This is an optimization exercise on Yosys and OpenROAD, whose aim is small area, a short achievable clock period and few clock cycles, not a production implementation. Function was checked by simulation only, so behaviour that the tests miss may differ from the original. No activity file was given, so power comes from the tool's default toggle rates.

==> flow/design.v <==
module gc_anim (
    input  wire        clk,
    input  wire        rst,          
    input  wire        bus_req,
    input  wire        bus_we,
    input  wire [7:0]  bus_addr,
    input  wire [31:0] bus_wdata,
    output reg         bus_ack,
    output reg         bus_err,
    output reg  [31:0] bus_rdata,
    output reg         rnd_req,
    output wire [7:0]  rnd_lo,
    output wire [7:0]  rnd_hi,
    input  wire        rnd_ack,
    input  wire [7:0]  rnd_data,
    output reg         px_valid,
    output reg         px_latch,
    output wire [23:0] px_color,
    input  wire        px_ready
);
    localparam [2:0] K_SOLID = 3'd0, K_PULSE = 3'd1, K_CYLON = 3'd2,
                     K_ALT   = 3'd3, K_FLICK = 3'd4, K_LAVA  = 3'd5;
    localparam [2:0] E_OK = 3'd0, E_UNSUP = 3'd1, E_ILLEGAL = 3'd2,
                     E_BADKIND = 3'd3, E_BADCOLOR = 3'd4;
    localparam [1:0] F_SOLID = 2'd0, F_CYLON = 2'd1, F_ALT = 2'd2, F_LAVA = 2'd3;
    localparam [2:0] X_COLL = 3'd0, X_COLR = 3'd1, X_LBG = 3'd2, X_BCOL = 3'd3, X_RES = 3'd4;
    localparam [2:0] P_HOLD = 3'd0, P_COLL = 3'd3, P_COLR = 3'd4, P_CYL = 3'd5, P_ALT = 3'd6;
    function [20:0] c21(input [23:0] c);
        c21 = {c[22:16], c[14:8], c[6:0]};
    endfunction
    function [6:0] mix_ch(input [6:0] x, input [6:0] y, input [6:0] n);
        reg [13:0] t;
        reg [14:0] u;
        integer i;
        begin
            t = 14'd0;
            for (i = 0; i < 7; i = i + 1)
                t = t + ({7'd0, (n[i] ? y : x)} << i);
            u = {1'b0, t} + {8'd0, t[13:7]} + 15'd1;
            mix_ch = u[13:7];
        end
    endfunction
    function [6:0] morph_ch(input [6:0] x, input [6:0] y);
        morph_ch = (x < y) ? x + 7'd1 : (x > y) ? x - 7'd1 : x;
    endfunction
    function [20:0] morph21(input [20:0] b, input [20:0] t);
        morph21 = {morph_ch(b[20:14], t[20:14]), morph_ch(b[13:7], t[13:7]),
                   morph_ch(b[6:0], t[6:0])};
    endfunction
    function [6:0] edge_ch(input [6:0] c);
        edge_ch = {2'b00, c[6:2]} + ((c == 7'd127) ? 7'd1 : 7'd0);
    endfunction
    function valid_col(input [23:0] c);
        valid_col = (c[23] == 1'b0 && c[15] == 1'b0 && c[7] == 1'b0) ||
                    c == 24'h808080 || c == 24'h818181;
    endfunction
    function covered(input [3:0] i, input [3:0] bp, input [3:0] r);
        reg [3:0] d;
        begin
            d = i - bp;
            covered = ({1'b0, d} <= {1'b0, r}) || ((5'd16 - {1'b0, d}) <= {1'b0, r});
        end
    endfunction
    reg [2:0]  cfg_kind;
    reg [23:0] cfg_a, cfg_b;
    reg [31:0] cfg_speed;
    reg [2:0]  act_kind;
    reg [23:0] act_a, act_b;
    reg [31:0] act_speed;
    reg [31:0] now_r, next_due, last_delay;
    reg [23:0] opa, opb, res;
    reg [2:0]  st_err;
    reg        st_ran, st_init;
    reg [20:0] col_l, col_r;
    reg [6:0]  pc;
    reg        pup;
    reg        cdir;
    reg [3:0]  cpos;
    reg        aphase;           
    reg [31:0] fw;
    reg        fst;
    reg        fv0, fv2;         
    reg [335:0] ring;            
    reg [2:0]  b_act;
    reg [4:0]  b_cd0, b_cd1, b_cd2;
    reg [3:0]  b_pos0, b_pos1, b_pos2;
    reg [3:0]  b_r0, b_r1, b_r2;
    reg [20:0] b_col1, b_col2;       
    localparam [4:0]
        S_IDLE = 5'd0,  S_FIN  = 5'd1,  S_X    = 5'd2,  S_XB   = 5'd3,
        S_WF   = 5'd4,  S_MX   = 5'd5,  S_MXA  = 5'd6,  S_EXA  = 5'd7,
        S_SOL  = 5'd8,  S_PF   = 5'd9,  S_PM   = 5'd10, S_CF   = 5'd11,
        S_CW   = 5'd12, S_AF   = 5'd13, S_FF   = 5'd14, S_FD   = 5'd15,
        S_F3   = 5'd16, S_F6   = 5'd17, S_LI0  = 5'd18, S_LI   = 5'd19,
        S_LB   = 5'd20, S_LH   = 5'd21, S_SP   = 5'd22, S_DS   = 5'd23,
        S_CMD  = 5'd24, S_T2   = 5'd25;
    reg [4:0]  st;
    reg [4:0]  xret;
    reg [2:0]  xdst;
    reg        xprim;
    reg [1:0]  xcnt;
    reg        tick_init;
    reg [1:0]  lk;               
    reg [2:0]  lhit;             
    reg [1:0]  scnt;             
    reg        lo_r;             
    reg [6:0]  hi_r;             
    reg [20:0] pxc;
    reg [3:0]  idx;              
    reg [1:0]  fmode;
    reg        m_g, m_b;         
    reg        mpulse;
    reg [6:0]  drem;
    reg [3:0]  dcnt;
    reg        dbusy;
    assign rnd_lo   = {7'd0, lo_r};
    assign rnd_hi   = {1'b0, hi_r};
    assign px_color = {1'b0, pxc[20:14], 1'b0, pxc[13:7], 1'b0, pxc[6:0]};
    wire [3:0]  nidx = (st == S_IDLE || f_start) ? 4'd0 : idx + 4'd1;
    wire [20:0] cyl_edge = {edge_ch(col_l[20:14]), edge_ch(col_l[13:7]), edge_ch(col_l[6:0])};
    wire [20:0] cyl_pix = (nidx == cpos) ? col_l :
                          ((cpos != 4'd15 && nidx == cpos + 4'd1) ||
                           (nidx != 4'd15 && nidx + 4'd1 == cpos)) ? cyl_edge : col_r;
    wire [20:0] alt_pix = ((nidx[0] == 1'b0) != aphase) ? col_l : col_r;
    reg  [20:0] lp;
    reg         lv_fresh;        
    wire        lv_go   = st == S_LH && lh_cur == 3'b000 && lv_fresh;
    reg         lav_on;          
    reg  [3:0]  lph;             
    reg  [4:0]  le;              
    wire        lv_start = lv_go;
    wire        rot     = lv_start || lav_on;
    wire [3:0]  lv_i1   = rot ? lph + 4'd1 : lph;
    wire        mo_cmd  = st == S_CMD && cq_op[2:0] == 3'd5;
    wire [20:0] lv_in   = mo_cmd ? c21(opa) : tick_init ? 21'd0 : rot ? ring[41:21] : ring[20:0];
    wire [20:0] lv0 = morph21(lv_in, mo_cmd ? c21(opb) : col_r);
    wire [20:0] lv1 = (b_act[0] && covered(lv_i1, b_pos0, b_r0)) ? morph21(lv0, col_l) : lv0;
    wire [20:0] lv2 = (b_act[1] && covered(lph, b_pos1, b_r1)) ? morph21(lp, b_col1) : lp;
    wire [20:0] lava_px = (b_act[2] && covered(lph, b_pos2, b_r2)) ? morph21(lv2, b_col2) : lv2;
    wire        lv_load = rot && lph == le[3:0] && !le[4] && (!px_valid || px_ready);
    wire        mx_p = mpulse;
    wire        mdim = cq_op[2];
    wire [20:0] mx_x = mx_p ? col_l : mdim ? 21'd0 : c21(opa);
    wire [20:0] mx_y = mx_p ? col_r : mdim ? c21(opa) : c21(opb);
    wire [6:0]  mx_n = mx_p ? pc : cq_n;
    wire        m_r   = !m_g && !m_b;
    wire [6:0]  mx_xc = ({7{m_r}} & mx_x[20:14]) | ({7{m_g}} & mx_x[13:7]) | ({7{m_b}} & mx_x[6:0]);
    wire [6:0]  mx_yc = ({7{m_r}} & mx_y[20:14]) | ({7{m_g}} & mx_y[13:7]) | ({7{m_b}} & mx_y[6:0]);
    wire [6:0]  mx_q  = mix_ch(mx_xc, mx_yc, mx_n);
    wire [7:0] dv_r1 = {drem, last_delay[31]};
    wire       dv_q1 = dv_r1 >= 8'd127;
    wire [6:0] dv_s1 = dv_q1 ? dv_r1 - 8'd127 : dv_r1[6:0];
    wire [7:0] dv_r2 = {dv_s1, last_delay[30]};
    wire       dv_q2 = dv_r2 >= 8'd127;
    wire [6:0] dv_s2 = dv_q2 ? dv_r2 - 8'd127 : dv_r2[6:0];
    wire [4:0]  ra      = bus_addr[6:2];
    wire        addr_bad = (bus_addr[1:0] != 2'b00) || (bus_addr > 8'h44);
    wire        ra_wr   = (ra == 5'h00) || (ra == 5'h02) || (ra == 5'h03) || (ra == 5'h04) ||
                          (ra == 5'h05) || (ra == 5'h0A) || (ra == 5'h0D) || (ra == 5'h0E);
    reg [31:0] rd_val;
    always @(*) begin
        case (ra)
            5'h01: rd_val = {26'd0, st_init, st_ran, 1'b0, st_err};
            5'h02: rd_val = {29'd0, cfg_kind};
            5'h03: rd_val = {8'd0, cfg_a};
            5'h04: rd_val = {8'd0, cfg_b};
            5'h05: rd_val = cfg_speed;
            5'h06: rd_val = {29'd0, act_kind};
            5'h07: rd_val = {8'd0, act_a};
            5'h08: rd_val = {8'd0, act_b};
            5'h09: rd_val = act_speed;
            5'h0A: rd_val = now_r;
            5'h0B: rd_val = next_due;
            5'h0C: rd_val = last_delay;
            5'h0D: rd_val = {8'd0, opa};
            5'h0E: rd_val = {8'd0, opb};
            5'h0F: rd_val = {8'd0, res};
            5'h10: rd_val = 32'd16;
            5'h11: rd_val = 32'd3;
            default: rd_val = 32'd0;
        endcase
    end
    reg         rst_q;
    always @(posedge clk) rst_q <= rst;
    wire        req_new = bus_req && !bus_ack && st == S_IDLE && !rst_q;
    wire        wr      = req_new && bus_we && !addr_bad;
    wire        is_cmdw, is_tick;
    gc_anim_dec u_dec (.req(req_new), .we(bus_we), .addr(bus_addr), .wdata(bus_wdata),
                       .is_cmdw(is_cmdw), .is_tick(is_tick));
    reg  [3:0]  cq_op;
    reg  [6:0]  cq_n;
    reg         cq_z;            
    always @(posedge clk)
        if (st == S_IDLE) begin
            cq_op <= bus_wdata[3:0];
            cq_n  <= bus_wdata[10:4];
            cq_z  <= bus_wdata[31:11] == 21'd0;
        end
    wire        c_ill   = cq_op[3] || !cq_z ||
                          (cq_n != 7'd0 && cq_op[2:0] != 3'd3 && cq_op[2:0] != 3'd4);
    wire        c_ok    = st == S_CMD && !c_ill;
    wire        kind_bad = cfg_kind > K_LAVA;
    wire        col_bad  = !valid_col(cfg_a) || !valid_col(cfg_b);
    wire        setpat_ok = c_ok && cq_op[2:0] == 3'd1 && !kind_bad && !col_bad;
    wire        tk_init = (next_due == 32'd0);
    wire        tk_run  = tk_init || !(now_r < next_due);
    wire        a_sent = act_a[23];
    wire        b_sent = act_b[23];
    wire        a_prim = act_a[16];
    wire        b_prim = act_b[16];
    wire [20:0] a21 = c21(act_a);
    wire [20:0] b21 = c21(act_b);
    wire        opa_sent = (opa == 24'h808080) || (opa == 24'h818181);
    reg         lfact;           
    wire        em_more  = px_valid && px_ready && !px_latch && idx != 4'd15;
    wire        p15_done = px_latch || !px_valid || (idx == 4'd15 && px_ready);
    wire        frm_done = (!px_valid && !lfact) || (px_valid && px_latch && px_ready);
    wire        p15r     = px_latch || !px_valid;
    wire        div_ok   = !(dbusy && dcnt != 4'd15);
    wire [31:0] cyl_base = {5'd0, act_speed[31:5]};
    wire        cyl_bounce = cdir ? (cpos == 4'd0) : (cpos == 4'd15);
    wire        fl_lo = (fw == 32'd0) && fv0;
    wire        fl_hi = !fl_lo && (fw == act_speed) && fv2;
    wire        ad_f3 = st == S_F3;
    wire        ad_cw = st == S_CW;      
    wire        ad_f6 = st == S_F6;
    wire [31:0] ad_a  = ad_f3 ? fw : ad_f6 ? {1'b0, act_speed[31:1]} :
                        ad_cw ? {4'd0, act_speed[31:5], 1'b0} : next_due;
    wire [31:0] ad_b  = ad_f3 ? {{31{fv0}}, fv0 | fv2} : ad_f6 ? ~fw :
                        ad_cw ? cyl_base : last_delay;
    wire [32:0] ad_s  = {1'b0, ad_a} + {1'b0, ad_b} + {32'd0, ad_f6};
    wire [31:0] fl_w  = ad_s[31:0];
    wire        fl_gt = !ad_s[32];
    wire [31:0] fl_n  = fl_lo ? 32'd0 : fl_hi ? act_speed : fl_w;
    wire [2:0]  lb_hit = {b_cd2 == 5'd1, b_cd1 == 5'd1, b_cd0 == 5'd1};
    wire [2:0]  lh_cur = t2 ? lb_hit : lhit;
    wire [1:0]  lh_k   = lh_cur[0] ? 2'd0 : lh_cur[1] ? 2'd1 : 2'd2;
    wire        lh_act = b_act[lh_k];
    wire [6:0]  x_ch   = xprim ? {7{rnd_data[0]}} : rnd_data[6:0];
    wire        x_sh   = st == S_X && rnd_ack;
    reg [4:0]  tk_st;
    reg        tk_fast, tk_bk, tk_rq;
    always @(*) begin
        tk_st = S_T2; tk_fast = 1'b0; tk_bk = 1'b0; tk_rq = 1'b0;
        if (!tk_run)
            tk_st = S_IDLE;
        else if (!tk_init) case (act_kind)
            K_SOLID: if (!a_sent) begin
                tk_st = S_WF; tk_fast = 1'b1; tk_bk = 1'b1;
            end
            K_PULSE: begin tk_st = S_PM; tk_fast = 1'b1; tk_bk = 1'b1; end
            K_CYLON: begin tk_st = S_CW; tk_fast = 1'b1; tk_bk = 1'b1; end
            K_ALT: if (!a_sent && !b_sent) begin
                tk_st = S_WF; tk_fast = 1'b1; tk_bk = 1'b1;
            end
            K_FLICK: begin tk_st = S_FD; tk_rq = 1'b1; tk_bk = 1'b1; end    
            default: begin tk_st = S_LH; tk_bk = 1'b1; end                  
        endcase
    end
    reg [4:0]  xb_ret;
    always @(*)
        case (act_kind)
        K_PULSE: xb_ret = S_PF;
        K_CYLON: xb_ret = tick_init ? S_CF : S_WF;
        K_ALT:   xb_ret = S_AF;
        default: xb_ret = S_FF;
        endcase
    reg [4:0]  st_n;
    reg        ack_n;
    reg        rq_set, rq_keep, rq_lo, rq_go1;
    reg [6:0]  rq_hi;
    reg        x_go, x_pre;
    reg [2:0]  x_dst;
    reg        x_prim;
    reg [4:0]  x_ret;
    reg        f_start, f_go1;    
    reg [2:0]  f_sel;
    reg [1:0]  f_mode;
    reg        coll_ld, colr_ld, lbg_ld, bcol_ld;
    reg        pul_init, pul_step, cyl_init, cyl_step, alt_go;
    reg        flk_init, flk_upd, flk_flip;
    reg        lav_init, lav_pass, lk_zero, lk_inc, lk_set, spawn, desp, scnt_zero;
    reg        dl_speed, dl_base, dl_ten, dl_three, d_start;
    reg        fin, mix_cmd, mixr_p, mixr_r;
    reg        bk;
    reg        t2;               
    always @(*) begin
        st_n = st;      ack_n = 1'b0;
        rq_set = 1'b0;  rq_keep = 1'b0; rq_lo = 1'b0; rq_hi = 7'd0; rq_go1 = 1'b0;
        x_go = 1'b0;    x_pre = 1'b0;   x_dst = X_COLL; x_prim = 1'b0; x_ret = S_IDLE;
        f_start = 1'b0; f_go1 = 1'b0; f_sel = P_HOLD; f_mode = F_SOLID;
        coll_ld = 1'b0; colr_ld = 1'b0; lbg_ld = 1'b0; bcol_ld = 1'b0;
        pul_init = 1'b0; pul_step = 1'b0; cyl_init = 1'b0; cyl_step = 1'b0; alt_go = 1'b0;
        flk_init = 1'b0; flk_upd = 1'b0; flk_flip = 1'b0;
        lav_init = 1'b0; lav_pass = 1'b0; lk_zero = 1'b0; lk_inc = 1'b0; lk_set = 1'b0;
        spawn = 1'b0; desp = 1'b0; scnt_zero = 1'b0;
        dl_speed = 1'b0; dl_base = 1'b0; dl_ten = 1'b0; dl_three = 1'b0; d_start = 1'b0;
        fin = 1'b0; mix_cmd = 1'b0; mixr_p = 1'b0; mixr_r = 1'b0;
        bk = 1'b0;
        case (st)
        S_IDLE: begin
            st_n   = is_tick ? tk_st : is_cmdw ? S_CMD : S_IDLE;
            ack_n  = req_new && (is_tick ? !tk_run : !is_cmdw);
            f_go1  = is_tick && tk_fast;
            bk     = is_tick && tk_bk;
            rq_go1 = is_tick && tk_rq;
        end
        S_CMD: if (c_ill) begin
            ack_n = 1'b1; st_n = S_IDLE;
        end else case (cq_op[2:0])
            3'd3, 3'd4: begin
                mixr_r = 1'b1; st_n = S_MXA;
            end
            3'd6: if (opa_sent) begin
                x_go = 1'b1; x_dst = X_RES; x_prim = opa[16]; x_ret = S_EXA;
            end else begin
                ack_n = 1'b1; st_n = S_IDLE;
            end
            default: begin           
                ack_n = 1'b1; st_n = S_IDLE;
            end
        endcase
        S_T2: case (act_kind)
            K_SOLID: begin
                dl_speed = 1'b1;
                coll_ld  = 1'b1;
                st_n = S_WF;
                if (a_sent) begin
                    x_go = 1'b1; x_dst = X_COLL; x_prim = a_prim; x_ret = S_SOL;
                end else
                    st_n = S_SOL;
            end
            K_PULSE: begin
                d_start = 1'b1;
                st_n = S_PM;
                if (tick_init) begin
                    pul_init = 1'b1;
                    coll_ld = 1'b1; colr_ld = 1'b1;
                    if (a_sent) begin
                        x_go = 1'b1; x_dst = X_COLL; x_prim = a_prim; x_ret = S_XB;
                    end else if (b_sent) begin
                        x_go = 1'b1; x_dst = X_COLR; x_prim = b_prim; x_ret = S_PF;
                    end else
                        st_n = S_PF;
                end else begin
                    pul_step = 1'b1;
                    if (pup && pc == 7'd126) begin
                        coll_ld = 1'b1;
                        if (a_sent) begin
                            x_go = 1'b1; x_dst = X_COLL; x_prim = a_prim; x_ret = S_PM;
                        end
                    end else if (!pup && pc == 7'd1) begin
                        colr_ld = 1'b1;
                        if (b_sent) begin
                            x_go = 1'b1; x_dst = X_COLR; x_prim = b_prim; x_ret = S_PM;
                        end
                    end
                end
            end
            K_CYLON: begin
                dl_base = 1'b1;
                st_n = S_CW;
                if (tick_init) begin
                    cyl_init = 1'b1;
                    coll_ld = 1'b1; colr_ld = 1'b1;
                    if (a_sent) begin
                        x_go = 1'b1; x_dst = X_COLL; x_prim = a_prim; x_ret = S_XB;
                    end else if (b_sent) begin
                        x_go = 1'b1; x_dst = X_COLR; x_prim = b_prim; x_ret = S_CF;
                    end else
                        st_n = S_CF;
                end
            end
            K_ALT: begin
                dl_speed = 1'b1;
                alt_go   = 1'b1;
                coll_ld = 1'b1; colr_ld = 1'b1;
                if (a_sent) begin
                    x_go = 1'b1; x_dst = X_COLL; x_prim = a_prim; x_ret = S_XB;
                end else if (b_sent) begin
                    x_go = 1'b1; x_dst = X_COLR; x_prim = b_prim; x_ret = S_AF;
                end else
                    st_n = S_AF;
            end
            K_FLICK: begin
                dl_ten = 1'b1;
                if (tick_init) begin
                    flk_init = 1'b1;
                    coll_ld = 1'b1; colr_ld = 1'b1;
                    st_n = S_WF;
                    if (a_sent) begin
                        x_go = 1'b1; x_dst = X_COLL; x_prim = a_prim; x_ret = S_XB;
                    end else if (b_sent) begin
                        x_go = 1'b1; x_dst = X_COLR; x_prim = b_prim; x_ret = S_FF;
                    end else
                        st_n = S_FF;
                end else begin
                    rq_set = 1'b1; rq_lo = 1'b0; rq_hi = 7'd2; st_n = S_FD;
                end
            end
            default: begin   
                dl_ten = 1'b1;
                if (tick_init) begin
                    lav_init = 1'b1;
                    lbg_ld   = 1'b1;
                    if (b_sent) begin
                        x_go = 1'b1; x_dst = X_LBG; x_prim = b_prim; x_ret = S_LI0;
                    end else begin
                        lk_zero = 1'b1;
                        rq_set = 1'b1; rq_lo = 1'b1; rq_hi = 7'd12; st_n = S_LI;
                    end
                end else begin
                    lav_pass = 1'b1; st_n = S_LH;
                end
            end
        endcase
        S_X: if (rnd_ack) begin
            if (xcnt == 2'd2) st_n = xret;
            else rq_keep = 1'b1;
        end
        S_XB: if (b_sent) begin
            x_go = 1'b1; x_dst = X_COLR; x_prim = b_prim; x_ret = xb_ret;
        end else
            st_n = xb_ret;
        S_SOL: begin f_start = 1'b1; f_sel = P_COLL; f_mode = F_SOLID; st_n = S_WF; end
        S_PF:  begin f_start = 1'b1; f_sel = P_COLL; f_mode = F_SOLID; st_n = S_PM; end
        S_CF:  begin f_start = 1'b1; f_sel = P_CYL;  f_mode = F_CYLON; st_n = S_CW; end
        S_AF:  begin f_start = 1'b1; f_sel = P_ALT;  f_mode = F_ALT;   st_n = S_WF; end
        S_FF:  begin f_start = 1'b1; f_sel = P_COLR; f_mode = F_SOLID; st_n = S_WF; end
        S_PM: if (p15r) begin
            mixr_p = 1'b1;
            if (frm_done && div_ok) begin
                ack_n = 1'b1; st_n = S_FIN;
            end else
                st_n = S_WF;
        end
        S_CW: if (p15r) begin
            cyl_step = 1'b1;
            if (!cyl_bounce && frm_done) begin
                ack_n = 1'b1; st_n = S_FIN;
            end else
                st_n = S_WF;
            if (cyl_bounce) begin
                dl_three = 1'b1;
                coll_ld = 1'b1; colr_ld = 1'b1;
                if (a_sent) begin
                    x_go = 1'b1; x_dst = X_COLL; x_prim = a_prim;
                    x_ret = b_sent ? S_XB : S_WF;
                end else if (b_sent) begin
                    x_go = 1'b1; x_dst = X_COLR; x_prim = b_prim; x_ret = S_WF;
                end
            end
        end
        S_FD: if (rnd_ack) st_n = S_F3;
        S_F3: begin
            flk_upd = 1'b1;
            st_n = S_F6;
            if (fl_lo) coll_ld = 1'b1;
            if (fl_hi) colr_ld = 1'b1;
            if (fl_lo && a_sent) begin
                x_go = 1'b1; x_dst = X_COLL; x_prim = a_prim; x_ret = S_F6;
            end else if (fl_hi && b_sent) begin
                x_go = 1'b1; x_dst = X_COLR; x_prim = b_prim; x_ret = S_F6;
            end
        end
        S_F6: if (fl_gt != fst) begin
            flk_flip = 1'b1;
            f_start = 1'b1; f_sel = fst ? P_COLR : P_COLL; f_mode = F_SOLID; st_n = S_WF;
        end else begin
            ack_n = 1'b1; st_n = S_FIN;
        end
        S_LI0: begin
            lk_zero = 1'b1;
            rq_set = 1'b1; rq_lo = 1'b1; rq_hi = 7'd12; st_n = S_LI;
        end
        S_LI: if (rnd_ack) begin
            lk_inc = 1'b1;
            if (lk == 2'd2) st_n = S_LB;
            else rq_keep = 1'b1;
        end
        S_LB: begin lav_pass = 1'b1; st_n = S_LH; end
        S_LH: if (lh_cur == 3'b000) begin
            if (lv_fresh) begin
                f_start = 1'b1; f_mode = F_LAVA; st_n = S_WF;
            end
        end else begin
            lk_set = 1'b1;
            if (!lh_act) begin
                spawn = 1'b1; scnt_zero = 1'b1;
                rq_set = 1'b1; rq_lo = 1'b0; rq_hi = 7'd15; st_n = S_SP;
            end else begin
                desp = 1'b1;
                rq_set = 1'b1; rq_lo = 1'b1; rq_hi = 7'd12; st_n = S_DS;
            end
        end
        S_DS: if (rnd_ack) st_n = S_LH;
        S_SP: begin
            if (scnt == 2'd2) begin
                x_pre = 1'b1; x_dst = X_BCOL; x_prim = a_prim; x_ret = S_LH;
            end
            if (rnd_ack) case (scnt)
                2'd0: begin rq_set = 1'b1; rq_lo = 1'b0; rq_hi = 7'd15; end
                2'd1: begin rq_set = 1'b1; rq_lo = 1'b1; rq_hi = 7'd24; end
                default: begin
                    bcol_ld = 1'b1;
                    st_n = S_LH;
                    if (a_sent) x_go = 1'b1;
                end
            endcase
        end
        S_MXA: begin ack_n = 1'b1; st_n = S_IDLE; end    
        S_EXA: begin ack_n = 1'b1; st_n = S_IDLE; end
        S_WF: if (frm_done && div_ok) begin
            ack_n = 1'b1; st_n = S_FIN;
        end
        S_FIN: begin fin = 1'b1; st_n = S_IDLE; end
        default: st_n = S_IDLE;
        endcase
        if (t2) case (act_kind)
            K_SOLID, K_ALT: dl_speed = 1'b1;
            K_PULSE: begin
                d_start  = 1'b1;
                pul_step = 1'b1;
                if (pup && pc == 7'd126) begin
                    coll_ld = 1'b1;
                    if (a_sent) begin
                        x_go = 1'b1; x_dst = X_COLL; x_prim = a_prim; x_ret = S_PM;
                    end
                end else if (!pup && pc == 7'd1) begin
                    colr_ld = 1'b1;
                    if (b_sent) begin
                        x_go = 1'b1; x_dst = X_COLR; x_prim = b_prim; x_ret = S_PM;
                    end
                end
            end
            K_CYLON: dl_base = 1'b1;
            K_LAVA: begin dl_ten = 1'b1; lav_pass = 1'b1; end
            default: dl_ten = 1'b1;
        endcase
        if (x_go) begin
            st_n = S_X;
            rq_set = 1'b1; rq_lo = 1'b0; rq_hi = x_prim ? 7'd1 : 7'd127;
        end
    end
    wire tick_go = is_tick && tk_run;
    always @(posedge clk) begin
        if (rst) begin
            st      <= S_IDLE;
            bus_ack <= 1'b0;
            rnd_req <= 1'b0;
        end else begin
            st      <= st_n;
            bus_ack <= ack_n;
            rnd_req <= rq_set || rq_keep || rq_go1 || (rnd_req && !rnd_ack);
        end
    end
    always @(posedge clk) begin
        bus_err   <= addr_bad || (bus_we && !ra_wr);
        bus_rdata <= rd_val;
        if (rq_set) begin
            lo_r <= rq_lo;
            hi_r <= rq_hi;
        end else if (st == S_IDLE) begin
            lo_r <= 1'b0;        
            hi_r <= 7'd2;
        end
        if (x_go || x_pre) begin
            xdst  <= x_dst;
            xprim <= x_prim;
            xret  <= x_ret;
        end
        xcnt <= (x_go || x_pre) ? 2'd0 : x_sh ? xcnt + 2'd1 : xcnt;
        if (st == S_IDLE) tick_init <= tk_init;
        t2 <= !rst && bk;
    end
    always @(posedge clk) begin
        if (rst_q) begin
            cfg_kind  <= 3'd0;
            cfg_a     <= 24'd0;
            cfg_b     <= 24'd0;
            cfg_speed <= 32'd0;
            now_r     <= 32'd0;
            opa       <= 24'd0;
            opb       <= 24'd0;
        end else if (wr) begin
            if (ra == 5'h02) cfg_kind  <= bus_wdata[2:0];
            if (ra == 5'h03) cfg_a     <= bus_wdata[23:0];
            if (ra == 5'h04) cfg_b     <= bus_wdata[23:0];
            if (ra == 5'h05) cfg_speed <= bus_wdata;
            if (ra == 5'h0A) now_r     <= bus_wdata;
            if (ra == 5'h0D) opa       <= bus_wdata[23:0];
            if (ra == 5'h0E) opb       <= bus_wdata[23:0];
        end
    end
    always @(posedge clk) begin
        if (rst_q) begin
            act_kind  <= 3'd0;
            act_a     <= 24'd0;
            act_b     <= 24'd0;
            act_speed <= 32'd0;
        end else if (setpat_ok) begin
            act_kind  <= cfg_kind;
            act_a     <= cfg_a;
            act_b     <= cfg_b;
            act_speed <= cfg_speed;
        end
    end
    always @(posedge clk) begin
        if (rst_q)
            next_due <= 32'd0;
        else if (setpat_ok)
            next_due <= 32'd0;
        else if (st == S_T2 && tick_init)
            next_due <= now_r;
        else if (fin)
            next_due <= ad_s[31:0];
    end
    always @(posedge clk) begin
        if (rst_q) begin
            st_err  <= 3'd0;
            st_ran  <= 1'b0;
            st_init <= 1'b0;
        end else if (is_tick) begin
            st_err  <= E_OK;
            st_ran  <= tk_run;
            st_init <= tk_run && tk_init;
        end else if (st == S_CMD) begin
            if (c_ill)
                st_err <= E_ILLEGAL;
            else if (cq_op[2:0] == 3'd7)
                st_err <= E_UNSUP;
            else if (cq_op[2:0] == 3'd1 && kind_bad)
                st_err <= E_BADKIND;
            else if (cq_op[2:0] == 3'd1 && col_bad)
                st_err <= E_BADCOLOR;
            else
                st_err <= E_OK;
        end
    end
    always @(posedge clk) begin
        if (rst_q)
            res <= 24'd0;
        else if (x_sh && xdst == X_RES)
            res <= {res[15:0], 1'b0, x_ch};
        else if (c_ok && cq_op[2:0] == 3'd5)
            res <= {1'b0, lv0[20:14], 1'b0, lv0[13:7], 1'b0, lv0[6:0]};
        else if (c_ok && cq_op[2:0] == 3'd6)
            res <= opa;      
        else if (mixr_r)
            res <= {1'b0, mx_q, 1'b0, res[14:8], 1'b0, res[6:0]};
        else if (m_g && !mpulse)
            res[14:8] <= mx_q;
        else if (m_b && !mpulse)
            res[6:0] <= mx_q;
    end
    always @(posedge clk) begin
        if (rst_q)
            last_delay <= 32'd0;
        else if (dl_speed || d_start)
            last_delay <= act_speed;
        else if (dl_base)
            last_delay <= cyl_base;
        else if (dl_ten)
            last_delay <= 32'd10;
        else if (dl_three)
            last_delay <= ad_s[31:0];
        else if (dbusy)
            last_delay <= {last_delay[29:0], dv_q1, dv_q2};
    end
    always @(posedge clk) begin
        if (rst)
            dbusy <= 1'b0;
        else if (d_start)
            dbusy <= 1'b1;
        else if (dbusy && dcnt == 4'd15)
            dbusy <= 1'b0;
        if (d_start) begin
            drem <= 7'd0;
            dcnt <= 4'd0;
        end else if (dbusy) begin
            drem <= dv_s2;
            dcnt <= dcnt + 4'd1;
        end
    end
    always @(posedge clk) begin
        if (rst) begin
            m_g <= 1'b0;
            m_b <= 1'b0;
        end else begin
            m_g <= mixr_p || mixr_r;
            m_b <= m_g;
        end
        if (d_start)
            mpulse <= 1'b1;
        else if (is_cmdw)
            mpulse <= 1'b0;      
    end
    reg [1:0]  idle_mode;
    reg [2:0]  p_sel;
    reg [20:0] p_src;
    always @(*) begin
        idle_mode = F_SOLID;
        p_sel     = P_HOLD;
        if (st == S_IDLE)
            case (act_kind)
            K_SOLID: p_sel = P_COLL;
            K_CYLON: begin p_sel = P_CYL; idle_mode = F_CYLON; end
            K_ALT:   begin p_sel = P_ALT; idle_mode = F_ALT;   end
            default: ;
            endcase
        else if (f_start)
            p_sel = f_sel;
        else case (fmode)
            F_CYLON: p_sel = P_CYL;
            F_ALT:   p_sel = P_ALT;
            default: p_sel = P_HOLD;
        endcase
        case (p_sel)
            P_COLL:  p_src = col_l;
            P_COLR:  p_src = col_r;
            P_CYL:   p_src = cyl_pix;
            P_ALT:   p_src = alt_pix;
            default: p_src = pxc;
        endcase
    end
    wire sent  = px_valid && px_ready;
    wire f_any = (f_start && f_mode != F_LAVA) || f_go1;    
    wire em_adv = em_more && fmode != F_LAVA;
    wire lv_latch = fmode == F_LAVA && lfact && le[4] && !px_latch && (sent || !px_valid);
    always @(posedge clk) begin
        if (rst)
            px_valid <= 1'b0;
        else
            px_valid <= f_any || lv_load || lv_latch ||
                        (px_valid && (!px_ready || (!px_latch && fmode != F_LAVA)));
    end
    always @(posedge clk) begin
        if (rst) begin
            idx      <= 4'd0;
            px_latch <= 1'b0;
            lfact    <= 1'b0;
            lav_on   <= 1'b0;
            lph      <= 4'd0;
            le       <= 5'd0;
        end else begin
            if (sent && px_latch) begin
                px_latch <= 1'b0;
                idx      <= 4'd0;
                le       <= 5'd0;
                lfact    <= 1'b0;
            end else begin
                if (lv_start)
                    lfact <= 1'b1;
                if (lv_load)
                    le <= le + 5'd1;
                if (lv_latch || (sent && idx == 4'd15 && fmode != F_LAVA))
                    px_latch <= 1'b1;
                if (em_adv)
                    idx <= nidx;
            end
            if (rot) begin
                lph    <= lph + 4'd1;
                lav_on <= !(lph == 4'd15 && (le[4] || (lv_load && le[3:0] == 4'd15)));
            end
        end
        if (st == S_IDLE)
            fmode <= idle_mode;
        else if (f_start)
            fmode <= f_mode;
        if (mixr_p)
            pxc[20:14] <= mx_q;
        else if (m_g && mpulse)
            pxc[13:7] <= mx_q;
        else if (m_b && mpulse)
            pxc[6:0] <= mx_q;
        else if (lv_load)
            pxc <= lava_px;
        else if (st == S_IDLE || f_start || em_adv)
            pxc <= p_src;
    end
    always @(posedge clk)
        if (rot) ring <= {lv_load ? lava_px : ring[20:0], ring[335:21]};
    wire lv_wr = lav_init || lbg_ld || spawn || desp || sp_wr || bcol_ld || mo_cmd ||
                 coll_a || colr_b || x_sh ||
                 (st == S_IDLE && tick_init != tk_init);
    always @(posedge clk) begin
        lp       <= lv1;
        lv_fresh <= !lv_wr;
    end
    wire pre_on  = st == S_IDLE || st == S_FIN;
    wire pre_l   = pre_on && (act_kind == K_SOLID || act_kind == K_ALT);
    wire pre_r   = pre_on && act_kind == K_ALT;
    wire coll_a  = coll_ld || pre_l || (bcol_ld && lk == 2'd0);
    wire coll_sh = x_sh && (xdst == X_COLL || (xdst == X_BCOL && lk == 2'd0));
    wire colr_b  = colr_ld || pre_r || lbg_ld;
    wire colr_sh = x_sh && (xdst == X_COLR || xdst == X_LBG);
    always @(posedge clk) begin
        if (coll_a)
            col_l <= a21;
        else if (coll_sh)
            col_l <= {col_l[13:0], x_ch};
        if (colr_b)
            col_r <= b21;
        else if (colr_sh)
            col_r <= {col_r[13:0], x_ch};
    end
    always @(posedge clk) begin
        if (pul_init) begin
            pc  <= 7'd1;
            pup <= 1'b1;
        end else if (pul_step) begin
            if (pup) begin
                pc <= pc + 7'd1;
                if (pc == 7'd126) pup <= 1'b0;
            end else begin
                pc <= pc - 7'd1;
                if (pc == 7'd1) pup <= 1'b1;
            end
        end
    end
    always @(posedge clk) begin
        if (cyl_init) begin
            cdir <= 1'b0;
            cpos <= 4'd0;
        end else if (cyl_step) begin
            if (cyl_bounce) begin
                cdir <= !cdir;
                cpos <= cdir ? cpos + 4'd1 : cpos - 4'd1;
            end else
                cpos <= cdir ? cpos - 4'd1 : cpos + 4'd1;
        end
    end
    always @(posedge clk)
        if (alt_go && tick_init) aphase <= 1'b0;
        else if (fin && act_kind == K_ALT) aphase <= !aphase;
    always @(posedge clk) begin
        if (flk_init)
            fw <= {1'b0, act_speed[31:1]};
        else if (flk_upd)
            fw <= fl_n;
        if (flk_init)
            fst <= 1'b0;
        else if (flk_flip)
            fst <= !fst;
        if (st == S_FD && rnd_ack) begin
            fv0 <= (rnd_data == 8'd0);
            fv2 <= (rnd_data == 8'd2);
        end
    end
    wire cd_wr = rnd_ack && (st == S_LI || st == S_DS || (st == S_SP && scnt == 2'd2));
    wire sp_wr = rnd_ack && st == S_SP;
    always @(posedge clk) begin
        if (lav_init)
            b_act <= 3'b000;
        else if (spawn)
            b_act[lh_k] <= 1'b1;
        else if (desp)
            b_act[lh_k] <= 1'b0;
        if (lav_pass || lk_set)
            lhit <= (lav_pass ? lb_hit : lhit) & ~(lk_set ? (3'b001 << lh_k) : 3'b000);
        if (lk_zero)
            lk <= 2'd0;
        else if (lk_inc)
            lk <= lk + 2'd1;
        else if (lk_set)
            lk <= lh_k;
        if (scnt_zero)
            scnt <= 2'd0;
        else if (sp_wr)
            scnt <= scnt + 2'd1;
        if (lav_pass)                   b_cd0 <= b_cd0 - 5'd1;
        else if (cd_wr && lk == 2'd0)   b_cd0 <= rnd_data[4:0];
        if (lav_pass)                   b_cd1 <= b_cd1 - 5'd1;
        else if (cd_wr && lk == 2'd1)   b_cd1 <= rnd_data[4:0];
        if (lav_pass)                   b_cd2 <= b_cd2 - 5'd1;
        else if (cd_wr && lk == 2'd2)   b_cd2 <= rnd_data[4:0];
        if (sp_wr && scnt == 2'd0 && lk == 2'd0) b_pos0 <= rnd_data[3:0];
        if (sp_wr && scnt == 2'd0 && lk == 2'd1) b_pos1 <= rnd_data[3:0];
        if (sp_wr && scnt == 2'd0 && lk == 2'd2) b_pos2 <= rnd_data[3:0];
        if (sp_wr && scnt == 2'd1 && lk == 2'd0) b_r0 <= rnd_data[3:0];
        if (sp_wr && scnt == 2'd1 && lk == 2'd1) b_r1 <= rnd_data[3:0];
        if (sp_wr && scnt == 2'd1 && lk == 2'd2) b_r2 <= rnd_data[3:0];
        if (bcol_ld && lk == 2'd1)                          b_col1 <= a21;
        else if (x_sh && xdst == X_BCOL && lk == 2'd1)      b_col1 <= {b_col1[13:0], x_ch};
        if (bcol_ld && lk == 2'd2)                          b_col2 <= a21;
        else if (x_sh && xdst == X_BCOL && lk == 2'd2)      b_col2 <= {b_col2[13:0], x_ch};
    end
endmodule
module gc_anim_dec (
    input  wire        req,
    input  wire        we,
    input  wire [7:0]  addr,
    input  wire [31:0] wdata,
    output wire        is_cmdw,
    output wire        is_tick
);
    assign is_cmdw = req && we && addr == 8'h00;
    assign is_tick = is_cmdw && wdata == 32'd2;
endmodule
==> flow/flow/run.sh <==
#!/bin/bash
# Layout flow: the standard ORFS flow (standard.sh: the standard
# synthesis, floorplan, power grid, placement, CTS, routing and finish),
# with one change: the timing repair steps that the standard flow runs after
# floorplan, CTS and global routing are asked to keep SETUP_SLACK_MARGIN ns
# of setup slack at the design's unchanged 40 ns clock and constraints, so
# that they also speed up paths that already meet the 40 ns clock.
# The make/ORFS output goes to flow_standard.log; each ORFS step keeps its
# own log under orfs/logs.
set -euo pipefail
MARGIN=30.5
export SETUP_SLACK_MARGIN=$MARGIN
bash standard.sh SETUP_SLACK_MARGIN=$MARGIN finish > flow_standard.log 2>&1
==> flow/standard.sh <==
#!/bin/bash
# synth_recipe.tcl (not shown) runs the flow's synth.tcl, then flattens the netlist and writes it again
# the make line also repeats each setting of config.mk as NAME=value (left out here)
make -C /OpenROAD-flow-scripts/flow DESIGN_CONFIG=/design/flow/config.mk WORK_HOME=/design/flow/orfs CLKGATE_MAP_FILE= SYNTH_SCRIPT=/design/flow/synth_recipe.tcl "${@:-finish}"
==> flow/config.mk <==
export PLATFORM = sky130hd
export DESIGN_NAME = gc_anim
export DESIGN_NICKNAME = gc_anim
export VERILOG_FILES = /design/flow/design.v
export SDC_FILE = /design/flow/constraint.sdc
export NUM_CORES = 4
export LEC_CHECK = 0
export CAP_MARGIN = 20
export CORE_MARGIN = 2
export CORE_UTILIZATION = 40
export PLACE_DENSITY = 0.6
export SLEW_MARGIN = 20
==> flow/constraint.sdc <==
create_clock -name core_clock -period 40.0 [get_ports {clk}]
set_input_delay 8.0000 -clock core_clock [delete_from_list [all_inputs] [get_ports {clk}]]
set_output_delay 8.0000 -clock core_clock [all_outputs]
set_load 0.01 [all_outputs]
==> metrics.cfg, run 1 <==
[outcome]
outcome=finished clean

[clocking]
h-tree-depth=3
cts_num_sinks=1007
cts_root_buffer=clkbuf_16
clockBufferDepth=3
ctsHoldBuffers=0
path_clk_slew_ns=0.06
numCtsBuffers=112
clock_latency_ns=0.79
cts_tree=built

[synth]
syn_avg_cell_area_sq_um=9.23
yosysSeqAreaShare_pct=44.8
synthCells=6206
synth-main-ff-cell=edfxtp_1
synth_seq_cells=1007
syn_area_sq_mm=0.0573
synth_edf_count=547
yosysUniqueCellTypes=102
yosysTopAreaCell=edfxtp_1
synthArstFlopShare_pct=0
yosysWarnings=1
yosysTopAreaCellShare_pct=28.7
synth_area_leaders=edfxtp_1 29%, dfxtp_1 16%, nand2_1 6.2%

[min_path]
worstHoldPathCells=0
min_to=ring[246]
hold_class=reg -> reg
worstHoldStart=ring[267]

[sta]
slew_headroom_pct=14.2
maxSlewViolCount=0
fmax_mhz=104
finClkSkew_ns=0.0590
finalSetupViolations=0
min_period_ns=9.60
hold_viol=0
fin_crit_sh_pct=24.0
setup_tns_ns=0
rsz0062_at_grt=yes
worst_pin_slew_ns=1.28

[pwr]
power_leakage_nw=24.9
ir_drop_mv=0.0362
sw_frac_of_total_pct=28.9
p_clk_share_pct=41.7
power_density_mw_per_mm2=41.1
p_int_mw=1.91
switchingPower_uw=779
pwr-share-comb_pct=15.6
power_frac_seq_pct=42.7

[worst_setup_path]
critPathCaptureType=flop
rr_endpoint=pxc[3]
cp-startpoint=bus_wdata[29]
r2r_slack_ns=30.88
critPathSlowestCell=nor3_4
slowest_delay_ns=0.50
reg2reg_from=st[3]
crit_chain=buf_8 -> nor3_4 -> nand4_1 -> nor4_4 -> and4_4 -> nor2b_4 -> o21ai_4 -> a21oi_2 -> o21ai_1 -> a211oi_2
cp.arrival_ns=10.31
path_max_fanout=3
worstPathRequired_ns=40.70
rr_worst_depth=35
critPathLaunchType=input port
crit_type=in -> reg

[route]
drc_errors=0
ant_nets=0
drtIter0Drc=7098
first_pass_iters=8
wl_per_cell_microns=28.0
routed_wl_mm=230
via_per_inst=6.23
vias=51100

[placed_design]
port_buffers=119
place_congestion=1.01
dp_cells=7965
hpwl_mm=164

[final_layout]
nets=6584
layout_commonest_cell=nand2_1
layout_common_cells=943 x nand2_1, 604 x a21oi_1, 547 x edfxtp_1, 445 x dfxtp_1, 389 x nor2_1
instances_no_fill=8211
drive_above_1_share_pct=10.2
area_growth_syn_to_layout_pct=14.4

[die]
die_h_microns=382
start_util_pct=40.4
die_area_sq_mm=0.146
rows=138
chipWidth_microns=382
ios=131
design.core.area_sq_mm=0.142

[grt]
grt_pass1_vias=47500
grt_max_degree=184
grt_overflow=0
grt.total_usage_pct=30.6
grt_pass1_wl_mm=332
antenna_found_initial=12

[run]
drv_cap=0

-- metal layers --
metal  wire [microns]  GRT usage (%)  part of all wire, %
met5               60              0                0.026
met4            15200           17.1                  6.6
met3            25200           7.24                   11
met2            95600           44.3                   42
met1            93700           41.7                   41
-- synthesized netlist by cell type (all sizes together) (32+ instances only) --
library cell / number
a21oi: 610
nor2: 414
a222oi: 35
a22oi: 88
nand2b: 46
nand2: 951
xnor2: 136
dfxtp: 460
a211oi: 59
and2: 55
nor4: 63
nand4: 70
ha: 277
o21ai: 281
clkbuf: 321
mux2i: 164
nand3: 135
and3: 44
inv: 270
o21a: 32
a221oi: 101
a21o: 98
a31oi: 44
xor2: 91
mux2: 83
fa: 32
a22o: 50
buf: 65
nor2b: 60
edfxtp: 547
nor3: 120
-- worst max path at each step --
stage               endpoint  slack, ns  cells after the start
finish                 st[2]      30.40                     10
CTS                   pxc[0]      30.42                      8
global route           st[2]      30.45                     10
detailed placement     st[2]      28.12                     10
global placement       st[2]      28.29                     10
floorplan              st[2]      30.10                     10
-- state kept, by name (all words and copies together), names as in the netlist, 7 cells and up, named ones only --
register,flops
lp,21
cfg_speed,32
next_due,32
col_l,21
bus_rdata,32
opa,24
pc,7
cfg_a,24
ring,336
drem,7
b_col1,21
res,24
act_speed,32
opb,24
act_a,24
b_col2,21
now_r,32
cq_n,7
fw,32
cfg_b,24
act_b,24
last_delay,32
col_r,21
pxc,21
-- metrics by stage --
stage / area, sq um / hold slack, ns / setup WS, ns / power [mW] / util, %
after CTS: 65300 / 0.376 / 30.42 / 2.69 / 46.0
after floorplan: 57500 / 0.400 / 30.10 / 1.41 / -
after detailed placement: 60600 / 0.405 / 28.12 / 1.55 / 42.8
after global placement: 60600 / 0.400 / 28.29 / 1.54 / 42.7
final: 65500 / 0.384 / 30.40 / 2.69 / 46.2
after global routing: 65500 / 0.398 / 30.45 / 2.78 / 46.2
-- worst max-delay path: cells and delay by family --
| kind | cells | cell delay, ns |
|---|---|---|
| AOI/OAI and AO/OA | 4 | 0.63 |
| buffers and inverters | 1 | 0.10 |
| and+or+nand+nor | 5 | 1.57 |
-- logic make-up (layout without fill, tap and decap cells) --
kind of cell | Yosys count | after routing | synth area share (%)
fa+ha+maj | 310 | 310 | 7.19
other cells | 1 | 16 | 0.00655
xor+xnor | 227 | 227 | 3.53
mux | 247 | 247 | 4.50
compound gates | 1656 | 1656 | 18.8
buf+inv | 659 | 758 | 4.47
simple gates | 2099 | 2100 | 16.8
flops | 1007 | 1007 | 44.8
-- cell type report --
cell class | instances | area (sq um)
Fill cell | 13500 | 76300
Multi-Input combinational cell | 4551 | 29900
Sequential cell | 1007 | 25700
Clock buffer | 142 | 3060
Timing Repair Buffer | 276 | 2520
Tap cell | 1890 | 2360
Inverter | 273 | 1030
Clock inverter | 67 | 927
Antenna cell | 5 | 12.5
-- timing repair --
item	CTS	global route
buffers inserted	23	3
cloned	6	0
endpoints found under the setup margin	497	158
gates resized for setup	276	73
endpoints found under the hold margin	0	0
pin swaps	25	18
-- power by group through the flow --
stage,logic (mW),registers (mW),clock network [mW]
after CTS,0.407,1.15,1.13
after global routing,0.452,1.15,1.17
after global placement,0.373,1.17,0
after detailed placement,0.378,1.17,0
final,0.421,1.15,1.12
after floorplan,0.253,1.16,0
Testbench counts, summed over its fixed seeds: cycles 88,390.
==> inputs of run 2 (changes only) <==
--- a/flow/design.v
+++ b/flow/design.v
@@ -124,20 +124,25 @@
     wire [20:0] alt_pix = ((nidx[0] == 1'b0) != aphase) ? col_l : col_r;
     reg  [20:0] lp;
     reg         lv_fresh;        
-    wire        lv_go   = st == S_LH && lh_cur == 3'b000 && lv_fresh;
-    reg         lav_on;          
     reg  [3:0]  lph;             
     reg  [4:0]  le;              
+    reg         lfact;           
+    reg         ltap;            
+    wire        lv_go   = st == S_LH && lh_cur == 3'b000 && lv_fresh &&
+                          lph[2:0] == 3'd0;     
     wire        lv_start = lv_go;
-    wire        rot     = lv_start || lav_on;
-    wire [3:0]  lv_i1   = rot ? lph + 4'd1 : lph;
+    wire        lv_run  = lfact || lv_start;
+    wire        tap8    = lfact ? ltap : lph[3];
+    wire [3:0]  lv_hidx = lph + {tap8, 3'b000};              
+    wire        s9      = lv_run ? tap8 : !lph[3];
+    wire [3:0]  lv_i1   = lph + 4'd1 + {s9, 3'b000};
     wire        mo_cmd  = st == S_CMD && cq_op[2:0] == 3'd5;
-    wire [20:0] lv_in   = mo_cmd ? c21(opa) : tick_init ? 21'd0 : rot ? ring[41:21] : ring[20:0];
+    wire [20:0] lv_in   = mo_cmd ? c21(opa) : tick_init ? 21'd0 : s9 ? ring[209:189] : ring[41:21];
     wire [20:0] lv0 = morph21(lv_in, mo_cmd ? c21(opb) : col_r);
     wire [20:0] lv1 = (b_act[0] && covered(lv_i1, b_pos0, b_r0)) ? morph21(lv0, col_l) : lv0;
-    wire [20:0] lv2 = (b_act[1] && covered(lph, b_pos1, b_r1)) ? morph21(lp, b_col1) : lp;
-    wire [20:0] lava_px = (b_act[2] && covered(lph, b_pos2, b_r2)) ? morph21(lv2, b_col2) : lv2;
-    wire        lv_load = rot && lph == le[3:0] && !le[4] && (!px_valid || px_ready);
+    wire [20:0] lv2 = (b_act[1] && covered(lv_hidx, b_pos1, b_r1)) ? morph21(lp, b_col1) : lp;
+    wire [20:0] lava_px = (b_act[2] && covered(lv_hidx, b_pos2, b_r2)) ? morph21(lv2, b_col2) : lv2;
+    wire        lv_load = lv_run && lv_hidx == le[3:0] && !le[4] && (!px_valid || px_ready);
     wire        mx_p = mpulse;
     wire        mdim = cq_op[2];
     wire [20:0] mx_x = mx_p ? col_l : mdim ? 21'd0 : c21(opa);
@@ -211,7 +216,6 @@
     wire [20:0] a21 = c21(act_a);
     wire [20:0] b21 = c21(act_b);
     wire        opa_sent = (opa == 24'h808080) || (opa == 24'h818181);
-    reg         lfact;           
     wire        em_more  = px_valid && px_ready && !px_latch && idx != 4'd15;
     wire        p15_done = px_latch || !px_valid || (idx == 4'd15 && px_ready);
     wire        frm_done = (!px_valid && !lfact) || (px_valid && px_latch && px_ready);
@@ -480,7 +484,7 @@
         end
         S_LB: begin lav_pass = 1'b1; st_n = S_LH; end
         S_LH: if (lh_cur == 3'b000) begin
-            if (lv_fresh) begin
+            if (lv_go) begin          
                 f_start = 1'b1; f_mode = F_LAVA; st_n = S_WF;
             end
         end else begin
@@ -739,7 +743,6 @@
             idx      <= 4'd0;
             px_latch <= 1'b0;
             lfact    <= 1'b0;
-            lav_on   <= 1'b0;
             lph      <= 4'd0;
             le       <= 5'd0;
         end else begin
@@ -758,10 +761,9 @@
                 if (em_adv)
                     idx <= nidx;
             end
-            if (rot) begin
-                lph    <= lph + 4'd1;
-                lav_on <= !(lph == 4'd15 && (le[4] || (lv_load && le[3:0] == 4'd15)));
-            end
+            lph <= lph + 4'd1;
+            if (lv_start)
+                ltap <= lph[3];
         end
         if (st == S_IDLE)
             fmode <= idle_mode;
@@ -779,7 +781,8 @@
             pxc <= p_src;
     end
     always @(posedge clk)
-        if (rot) ring <= {lv_load ? lava_px : ring[20:0], ring[335:21]};
+        ring <= {(lv_load && !tap8) ? lava_px : ring[20:0], ring[335:189],
+                 (lv_load &&  tap8) ? lava_px : ring[188:168], ring[167:21]};
     wire lv_wr = lav_init || lbg_ld || spawn || desp || sp_wr || bcol_ld || mo_cmd ||
                  coll_a || colr_b || x_sh ||
                  (st == S_IDLE && tick_init != tk_init);
==> run 2 against run 1 <==
Compared with the run above:
- still clean
- worst hold slack lost 0.069 ns
- sequential share of layout area shrank 3.0 points
- flip-flop and latch count is the same
- clock skew shrank 0.019 ns
- register-to-register slack is essentially flat
- non-clock buffer count grew 10
- critical endpoint is now bus_rdata[0]
- largest cell class unchanged
- largest power group is now clock
==> metrics.cfg, run 2 <==
[final_layout]
fill_cells=13100  ; -2.6%
area_growth_syn_to_layout_pct=13.7
final_area_sq_mm=0.0617  ; -5.8%
nets=6613  ; +0.44%
final_util_pct=45.7  ; -0.50 points
multi_input_area_sq_mm=0.0301  ; +0.49%
largest_reg_flops=336  ; unchanged
layout_common_cells=981 x nand2_1, 790 x dfxtp_1, 534 x a21oi_1, 406 x nor2_1, 278 x ha_1
layout_commonest_cell=nand2_1
ff_latch_area_sq_mm=0.0223  ; -13%
instances_no_fill=8126  ; -1.0%
regMostFlops=ring
drive_above_1_share_pct=11.2  ; +0.98 points

[clocking]
cts_root_buffer=clkbuf_16
path_clk_slew_ns=0.06  ; about the same
clockBufferDepth=3  ; unchanged
h-tree-depth=3  ; unchanged
numCtsBuffers=109  ; -2.7%
ctsHoldBuffers=0  ; unchanged
clock_latency_ns=0.78  ; about the same
cts_num_sinks=1007  ; unchanged
cts_tree=built

[sta]
finClkSkew_ns=0.0400  ; -0.0189 ns
rsz0062_at_grt=yes
hold_viol=0  ; unchanged
slew_headroom_pct=15.2  ; +0.99 points
fin_crit_sh_pct=23.8  ; -0.19 points
worst_pin_slew_ns=1.26  ; -0.0147 ns
setup_tns_ns=0  ; unchanged
fmax_mhz=105  ; +0.82%
maxSlewViolCount=0  ; unchanged
min_period_ns=9.52  ; -0.0779 ns
finalSetupViolations=0  ; unchanged

[synth]
synthArstFlopShare_pct=0  ; unchanged
synthTopCellsByCount=994 x nand2_1, 795 x dfxtp_1, 539 x a21oi_1
synthSimpleGateAreaFrac_pct=18.6  ; +1.8 points
synth_most_common_cell=nand2_1
synth-main-ff-cell=dfxtp_1
syn_avg_cell_area_sq_um=8.69  ; -5.8%
synth_edf_count=212  ; -61%
yosysTopAreaCellShare_pct=29.4  ; +0.67 points
synth-adder-area-share_pct=7.62  ; +0.43 points
synth_seq_cells=1007  ; unchanged
synth_area_leaders=dfxtp_1 29%, edfxtp_1 12%, nand2_1 6.9%
synthCells=6239  ; +0.53%
synth_compound_area_share_pct=19.5  ; +0.75 points
synth_top_family_by_area=compound AO/OA/AOI/OAI gates
yosysUniqueCellTypes=99  ; -2.9%
yosysWarnings=1  ; unchanged
yosysTopAreaCell=dfxtp_1
synth_xor_area_share_pct=3.75  ; +0.22 points
syn_area_sq_mm=0.0542  ; -5.3%
synth.area.mux_share_pct=4.75  ; +0.25 points
yosysSeqAreaShare_pct=41.1  ; -3.7 points

[placed_design]
dp_cells=7890  ; -0.94%
post_dp_cell_area_sq_mm=0.0575  ; -5.2%
hpwl_mm=160  ; -2.2%
port_buffers=119  ; unchanged
place_congestion=0.989  ; -1.8%

[worst_setup_path]
path_max_fanout=26  ; +23
cp.arrival_ns=9.98  ; -0.33 ns
critPathLaunchType=input port
critPathCaptureType=flop
worstPathRequired_ns=40.45  ; -0.25 ns
crit_type=in -> reg

[route]
routed_wl_mm=218  ; -5.2%
ant_nets=0  ; unchanged
first_pass_iters=8  ; unchanged
via_per_inst=6.15  ; -1.3%
vias=50000  ; -2.3%
drtIter0Drc=6620  ; -6.7%
wl_per_cell_microns=26.8  ; -4.2%
drc_errors=0  ; unchanged

[die]
rows=135  ; -2.2%
die_h_microns=372  ; -2.7%
die_area_sq_mm=0.138  ; -5.3%
start_util_pct=40.2  ; -0.22 points
chipWidth_microns=372  ; -2.7%
ios=131  ; unchanged
design.core.area_sq_mm=0.135  ; -4.8%

[outcome]
outcome=finished clean

[min_path]
hold_class=reg -> reg

[pwr]
power_leakage_nw=24.6  ; -1.5%
power_density_mw_per_mm2=35.1  ; -15%
ir_drop_mv=0.0345  ; -4.7%

[grt]
grt_pass1_wl_mm=314  ; -5.5%
grt.total_usage_pct=30.5  ; -0.049 points
antenna_found_initial=12  ; unchanged
grt_pass1_vias=46000  ; -3.2%
grt_max_degree=111  ; -40%
grt_overflow=0  ; unchanged

[run]
drv_cap=0  ; unchanged

## run 2: changes by cell type in the layout (fill, tap and decap cells not counted), moves of 33 or more
cell,change
nand2_1,+38
dfxtp_1,+345
a21oi_1,-70
edfxtp_1,-335
o21ai_0,+33
a31o_2,+51
a22o_1,+33
## run 2: power by group
part	switching, mW	internal [mW]
clock	0.459	0.589
sequential	0.00461	1.04
combinational	0.0481	0.0261
## run 2: area by class of cell
cell class,count,area share [%]
multi-input cells,4580,48.7
flip-flops and latches,1007,36.2
clock buffers,151,5.16
repair buffers,286,3.90
well taps,1781,3.61
inverters,264,1.61
clock inverters,54,0.826
diodes,3,0.0122
## run 2: what timing repair did
action                     4_1_cts  5_1_grt
setup endpoints to repair      534      177
pin swaps                       19       15
gates resized for setup        262       61
cloned                           0        0
setup buffers                   16       10
## run 2: path summary, 6_finish.rpt
check / startpoint / end / slack (ns) / depth (start not counted)
setup / recovery: bus_addr[3] / bus_rdata[0] / 30.48 / 6
hold / removal: ring[231] / ring[210] / 0.31 / 0
setup reg to reg: mpulse / res[16] / 30.87 / 28
hold reg to reg: ring[231] / ring[210] / 0.31 / 0
## run 2: per-layer routing
| metal | wire, microns | vias up | part of all wire (%) | global-route usage (%) |
|---|---|---|---|---|
| li1 | - | 22400 | - | - |
| met4 | 12800 | 2 | 5.9 | 15.4 |
| met5 | 13 | - | 0.0060 | 0 |
| met3 | 23100 | 643 | 11 | 7.02 |
| met1 | 89100 | 24100 | 41 | 40.9 |
| met2 | 92900 | 2824 | 43 | 45.9 |
## run 2: worst max-delay path, stage by stage
cell and delay, ns:
clkdlybuf4s15_2 0.33, and2_1 0.28, and3_1 0.20, buf_4 0.26, a222oi_1 0.43, nand4_1 0.47
## run 2: per-stage QoR
stage                     setup slack, ns  total power, mW  hold WS, ns
after floorplan                     30.26             1.11        0.310
after global placement              28.76             1.14        0.310
after detailed placement            28.75             1.14        0.312
after CTS                           30.50             2.17        0.312
after global routing                30.45             2.22        0.322
final                               30.48             2.16        0.315
## run 2: kinds of logic (layout without fill, tap and decap cells)
kind of cell	count (synthesis)	in the layout
flip-flops	1007	1007
AO/OA/AOI/OAI	1598	1598
buffers and inverters	662	755
XOR/XNOR	227	227
multiplexers	244	244
other	1	14
AND/OR/NAND/NOR	2189	2189
adder cells (fa/ha/maj)	311	311
Testbench counts of run 2, summed over its fixed seeds: cycles 90,379.

## afterwards: timing with drivers on the ports
How much do the figures lean on ideal ports? The routed layouts below were timed once more, with nothing changed but the port constraints.
Step 1: set_driving_cell puts a clkbuf_16 on clk and a buf_2 on each other input, an assumption about the parent block.
Step 2 adds t to the input delays and takes it off the output delays; t is the mean of the earliest and latest rising clock arrival at the registers after step 1. Input paths then give back, and output paths get back, about the clock's delay inside the block.
Slacks: ideal ports / drivers / drivers and shift; pairs: ideal ports / drivers.
| run | shift t [ns] | slack for setup (ns) | worst setup path at the end | latest minus earliest clock arrival (ns) |
|---|---|---|---|---|
| run 1 | 0.845 | 30.397 / 30.439 / 29.594 | input to register | 0.060 / 0.059 |
| run 2 | 0.839 | 30.475 / 30.425 / 29.590 | input to register | 0.041 / 0.041 |
After both steps every run listed still meets setup and hold. The setup slack of run 2, which loses most, moves by -0.050 ns with the drivers and by -0.885 ns with both steps.
